What follows belongs to an exercise in optimizing a design on an open flow for a short achievable clock period and few clock cycles; a production flow would make more cautious choices.
The RTL was checked by simulation tests, not by an equivalence proof against the original design.
Power and IR drop assume default switching activity.

## main
## emu16_core
module emu16_core (
    input  wire        clk,
    input  wire        rst,
    input  wire [15:0] boot_offset,
    input  wire [15:0] boot_start,
    input  wire [16:0] boot_len,
    output wire [15:0] boot_addr,
    input  wire [7:0]  boot_data,
    output reg         mem_req,
    output reg         mem_we,
    output reg  [15:0] mem_addr,
    output reg  [7:0]  mem_wdata,
    input  wire        mem_gnt,
    input  wire        mem_rvalid,
    input  wire [7:0]  mem_rdata,
    output wire        bus_out_valid,
    output wire [1:0]  bus_out_chan,
    output wire [15:0] bus_out_data,
    input  wire        bus_out_ready,
    input  wire [2:0]  bus_in_valid,
    input  wire [15:0] bus_in_data0,
    input  wire [15:0] bus_in_data1,
    input  wire [15:0] bus_in_data2,
    output wire [2:0]  bus_in_ready,
    input  wire        irq,
    output wire        halted,
    output wire        boot_failed,
    output reg         fault_valid,
    output reg         fault_kind,       
    output reg         fault_has_op,
    output reg  [3:0]  fault_op,
    output reg  [15:0] fault_ip,
    output reg  [15:0] fault_base,
    output reg  [15:0] fault_offset,
    input  wire [3:0]  dbg_sel,
    output wire [15:0] dbg_data
);
    localparam QD = 12;                 
    localparam NB = 1024;               
    localparam TD = 4;                  
    localparam [2:0] M_BOOT = 3'd0, M_RUN = 3'd1, M_FIX = 3'd2, M_HALT = 3'd3, M_HWAIT = 3'd4;
    localparam [3:0] OP_LOAD = 4'h0, OP_STORE = 4'h1, OP_SET = 4'h2,
                     OP_WBUS = 4'h3, OP_SBUS = 4'h4, OP_RBUS = 4'h5,
                     OP_LJUMP = 4'h6, OP_EJUMP = 4'h7;
  ...
Settings: LEC_CHECK=0, ABC_CLOCK_PERIOD_IN_PS=3800, CAP_MARGIN=20, CORE_MARGIN=2, CORE_UTILIZATION=35, PLACE_DENSITY=0.55, SETUP_SLACK_MARGIN=3.6, SLEW_MARGIN=20; clock period 8.0 ns.
run.sh (not shown) runs the stock make flow with config.mk's settings and CLKGATE_MAP_FILE= SYNTH_SCRIPT=/design/flow/synth_recipe.tcl, a recipe that flattens the netlist after the stock synthesis.
Testbench counts of main, summed over its fixed seeds: cycles 140,881.
[inputs] the feature branch vs main
diff --git a/flow/design.v b/flow/design.v
--- a/flow/design.v
+++ b/flow/design.v
@@ -28,22 +28,22 @@
     output reg         fault_valid,
     output reg         fault_kind,       
     output reg         fault_has_op,
     output reg  [3:0]  fault_op,
     output reg  [15:0] fault_ip,
     output reg  [15:0] fault_base,
     output reg  [15:0] fault_offset,
     input  wire [3:0]  dbg_sel,
     output wire [15:0] dbg_data
 );
-    localparam QD = 12;                 
-    localparam NB = 1024;               
+    localparam QD = 8;                  
+    localparam NB = 512;                
     localparam TD = 4;                  
     localparam [2:0] M_BOOT = 3'd0, M_RUN = 3'd1, M_FIX = 3'd2, M_HALT = 3'd3, M_HWAIT = 3'd4;
     localparam [3:0] OP_LOAD = 4'h0, OP_STORE = 4'h1, OP_SET = 4'h2,
                      OP_WBUS = 4'h3, OP_SBUS = 4'h4, OP_RBUS = 4'h5,
                      OP_LJUMP = 4'h6, OP_EJUMP = 4'h7;
     reg [2:0]  mode;
     reg [15:0] x [0:15];
     reg        irq_pend;
     reg        boot_fail_r;
     reg [16:0] boot_idx;
@@ -85,21 +85,21 @@
     reg        bo_v;
     reg [1:0]  bo_ch;
     reg [15:0] bo_data;
     reg [2:0]  bi_rdy;
     reg [1:0]  bi_ch;
     reg [3:0]  bi_k;
     reg [1:0]  fix_w;
     reg        fix_halt;
     reg [NB-1:0] dirty;
     reg [15:0]   off_r;                 
-    reg [15:0]   lim_r;                 
+    reg [17:0]   lim_r;                 
     wire [15:0] pc = x[15];
     reg [15:0] xr [0:15];
     function [16:0] add16;
         input [15:0] a;
         input [15:0] b;
         input        ci;
         reg   [15:0] g, p, c;
         integer      k, d;
         begin
             p = a ^ b;
@@ -306,33 +306,24 @@
     wire hold = hold_d ||
                 (mr_on && !mem_gnt && (mode == M_RUN) && !flush && !(done && halt_now));
     wire tcnt_ok = (tcnt - {2'd0, resp} + {2'd0, rd_acc}) != TD;
     wire ld_want = ls_act && (op == OP_LOAD) && !pu_busy && (lsq != ls_need) &&
                    !(lsq != 2'd0 && ls_oob_r) && tcnt_ok;
     wire st_want = normal && (op == OP_STORE) && !pu_busy;
     wire hold_s  = mr_on && !mem_gnt && (mr_dat || (mode == M_RUN));
     wire st_post = st_want && !hold_s;
     wire u_want  = pu_busy && pu_st && !pu_sec && st_acc;      
     wire want_data = ld_want || st_want || u_want;
-    function in_img;
-        input [15:0] a;
-        reg   [16:0] ge, lt;
-        begin
-            ge = add16(a, ~off_r, 1'b1);            
-            lt = add16(a, ~lim_r, 1'b1);            
-            in_img = ge[16] && !lt[16];
-        end
-    endfunction
     function img_ok;
         input [15:0] a;
         begin
-            img_ok = in_img(a) && !dirty[a[11:2]];
+            img_ok = (a >= off_r) && ({2'b0, a} < lim_r) && !dirty[a[11:3]];
         end
     endfunction
     wire [QD-1:0] am  = qv | qpm | qpi;
     wire [QD-1:0] ams = am >> w_cons;
     wire [QD-1:0] ff1 = ~ams & {ams[QD-2:0], 1'b1};      
     wire [QD-1:0] ff2 = {ff1[QD-2:0], 1'b0};             
     wire en_nf   = boot_fin || ((mode == M_RUN) && !(done && halt_now));
     wire [16:0] fp1_s = add16(fp, 16'd0, 1'b1);
     wire [16:0] fp2_s = add16(fp, 16'd1, 1'b1);
     wire [15:0] fp1 = fp1_s[15:0];
@@ -432,21 +423,21 @@
             npi[0] = img_alloc;
             npm[0] = mem_alloc && !img_alloc;
             npm[1] = mem_alloc && img_alloc;
         end else begin
             npi = npi | (img_alloc ? ff1 : {QD{1'b0}});
             npm = npm | (mem_alloc ? (img_alloc ? ff2 : ff1) : {QD{1'b0}});
         end
     end
     always @(posedge clk) begin
         off_r <= boot_offset;
-        lim_r <= boot_offset + ((boot_len > 17'd4096) ? 16'd4096 : boot_len[15:0]);
+        lim_r <= {2'b0, boot_offset} + ((boot_len > 17'd4096) ? 18'd4096 : {1'b0, boot_len});
     end
     wire [16:0] bidx1 = boot_idx + 17'd1;
     wire [17:0] bea1  = boot_ea + 18'd1;
     integer j;
     always @(posedge clk) begin
         for (j = 0; j < 16; j = j + 1)
             xr[j] <= rst ? 16'd0 : x[j];
     end
     always @(posedge clk) begin
         if (rst) begin
@@ -558,22 +549,22 @@
                     mr_addr  <= (lsq == 2'd0) ? rb : rb1[15:0];
                     mr_wdata <= (!byte_op && lsq == 2'd0) ? ra[15:8] : ra[7:0];
                 end else begin
                     mr_v     <= mem_alloc;
                     mr_we    <= 1'b0;
                     mr_dat   <= 1'b0;
                     mr_kill  <= 1'b0;
                     mr_addr  <= mf_addr;
                 end
             end
-            if (st_acc && in_img(mr_addr))
-                dirty[mr_addr[11:2]] <= 1'b1;
+            if (st_acc && (mr_addr >= off_r) && ({2'b0, mr_addr} < lim_r))
+                dirty[mr_addr[11:3]] <= 1'b1;
             if (pu_busy) begin
                 if (pu_bad) begin
                     fault_valid  <= 1'b1;
                     fault_kind   <= pu_kind;
                     fault_has_op <= 1'b1;
                     fault_op     <= pu_op;
                     fault_ip     <= pu_ip;
                     fault_base   <= pu_base;
                     fault_offset <= 16'd0;
                     pu_busy      <= 1'b0;
[summary]
[compare] base=main new=the feature branch: flip-flop and latch count shrank by 554, switching power total shrank by 42%, worst setup timing slack at the placement stage grew by 0.25 ns. Taking the feature branch as 1.0, main lands at 1.16 on die span in x. Compared with main, the feature branch shows weighted congestion at the end of routability-driven global placement higher by 4.5%. On layout multi-input combinational cell count: between main and the feature branch, it ends up lower for the feature branch. On placed cell count, the higher figure sits with main, not the feature branch. main consumes more power than the feature branch. Taking main as the reference, in the feature branch final period demand of the worst path shows an increase of 0.0050 ns, first-pass GRT wire length shows a reduction of about 24%, fraction of power spent switching nets shows a reduction of 4.4 points, vias after detailed routing shows a reduction of 24%, sum of routed wire length over all layers shows a reduction of 23%. Comparing the feature branch with main, the register-to-register slack came out essentially unchanged.
Testbench counts of the feature branch, summed over its fixed seeds: cycles 142,693.

[port drivers added, routing unchanged]
The flow's constraints put no driver on any port. The routed layouts listed below were extracted and timed again, unchanged, in two steps. Step 1 (the two cells are an assumption about what drives the block):
set clk [get_ports {clk}]
set_driving_cell -lib_cell sky130_fd_sc_hd__clkbuf_16 $clk
set_driving_cell -lib_cell sky130_fd_sc_hd__buf_2 [delete_from_list [all_inputs] $clk]
Step 2 moves the port delays by t, midway between the first and last clock arrival at a register: inputs arrive t later, outputs are due t later. That takes back most of the time a late clock gives input paths. Three values: ideal, step 1, step 2; two values: the first two.
| run | t, ns | slack for setup (ns) | worst setup path after step 2 | latest minus earliest clock arrival (ns) |
|---|---|---|---|---|
| main | 1.040 | 3.074 / 3.034 / 2.347 | input to register | 0.081 / 0.082 |
| the feature branch | 0.951 | 3.069 / 3.069 / 2.424 | input to register | 0.070 / 0.070 |
After both steps every run listed still meets setup and hold. For main, which loses most, drivers alone change the setup slack by -0.040 ns; drivers and shift together by -0.727 ns.
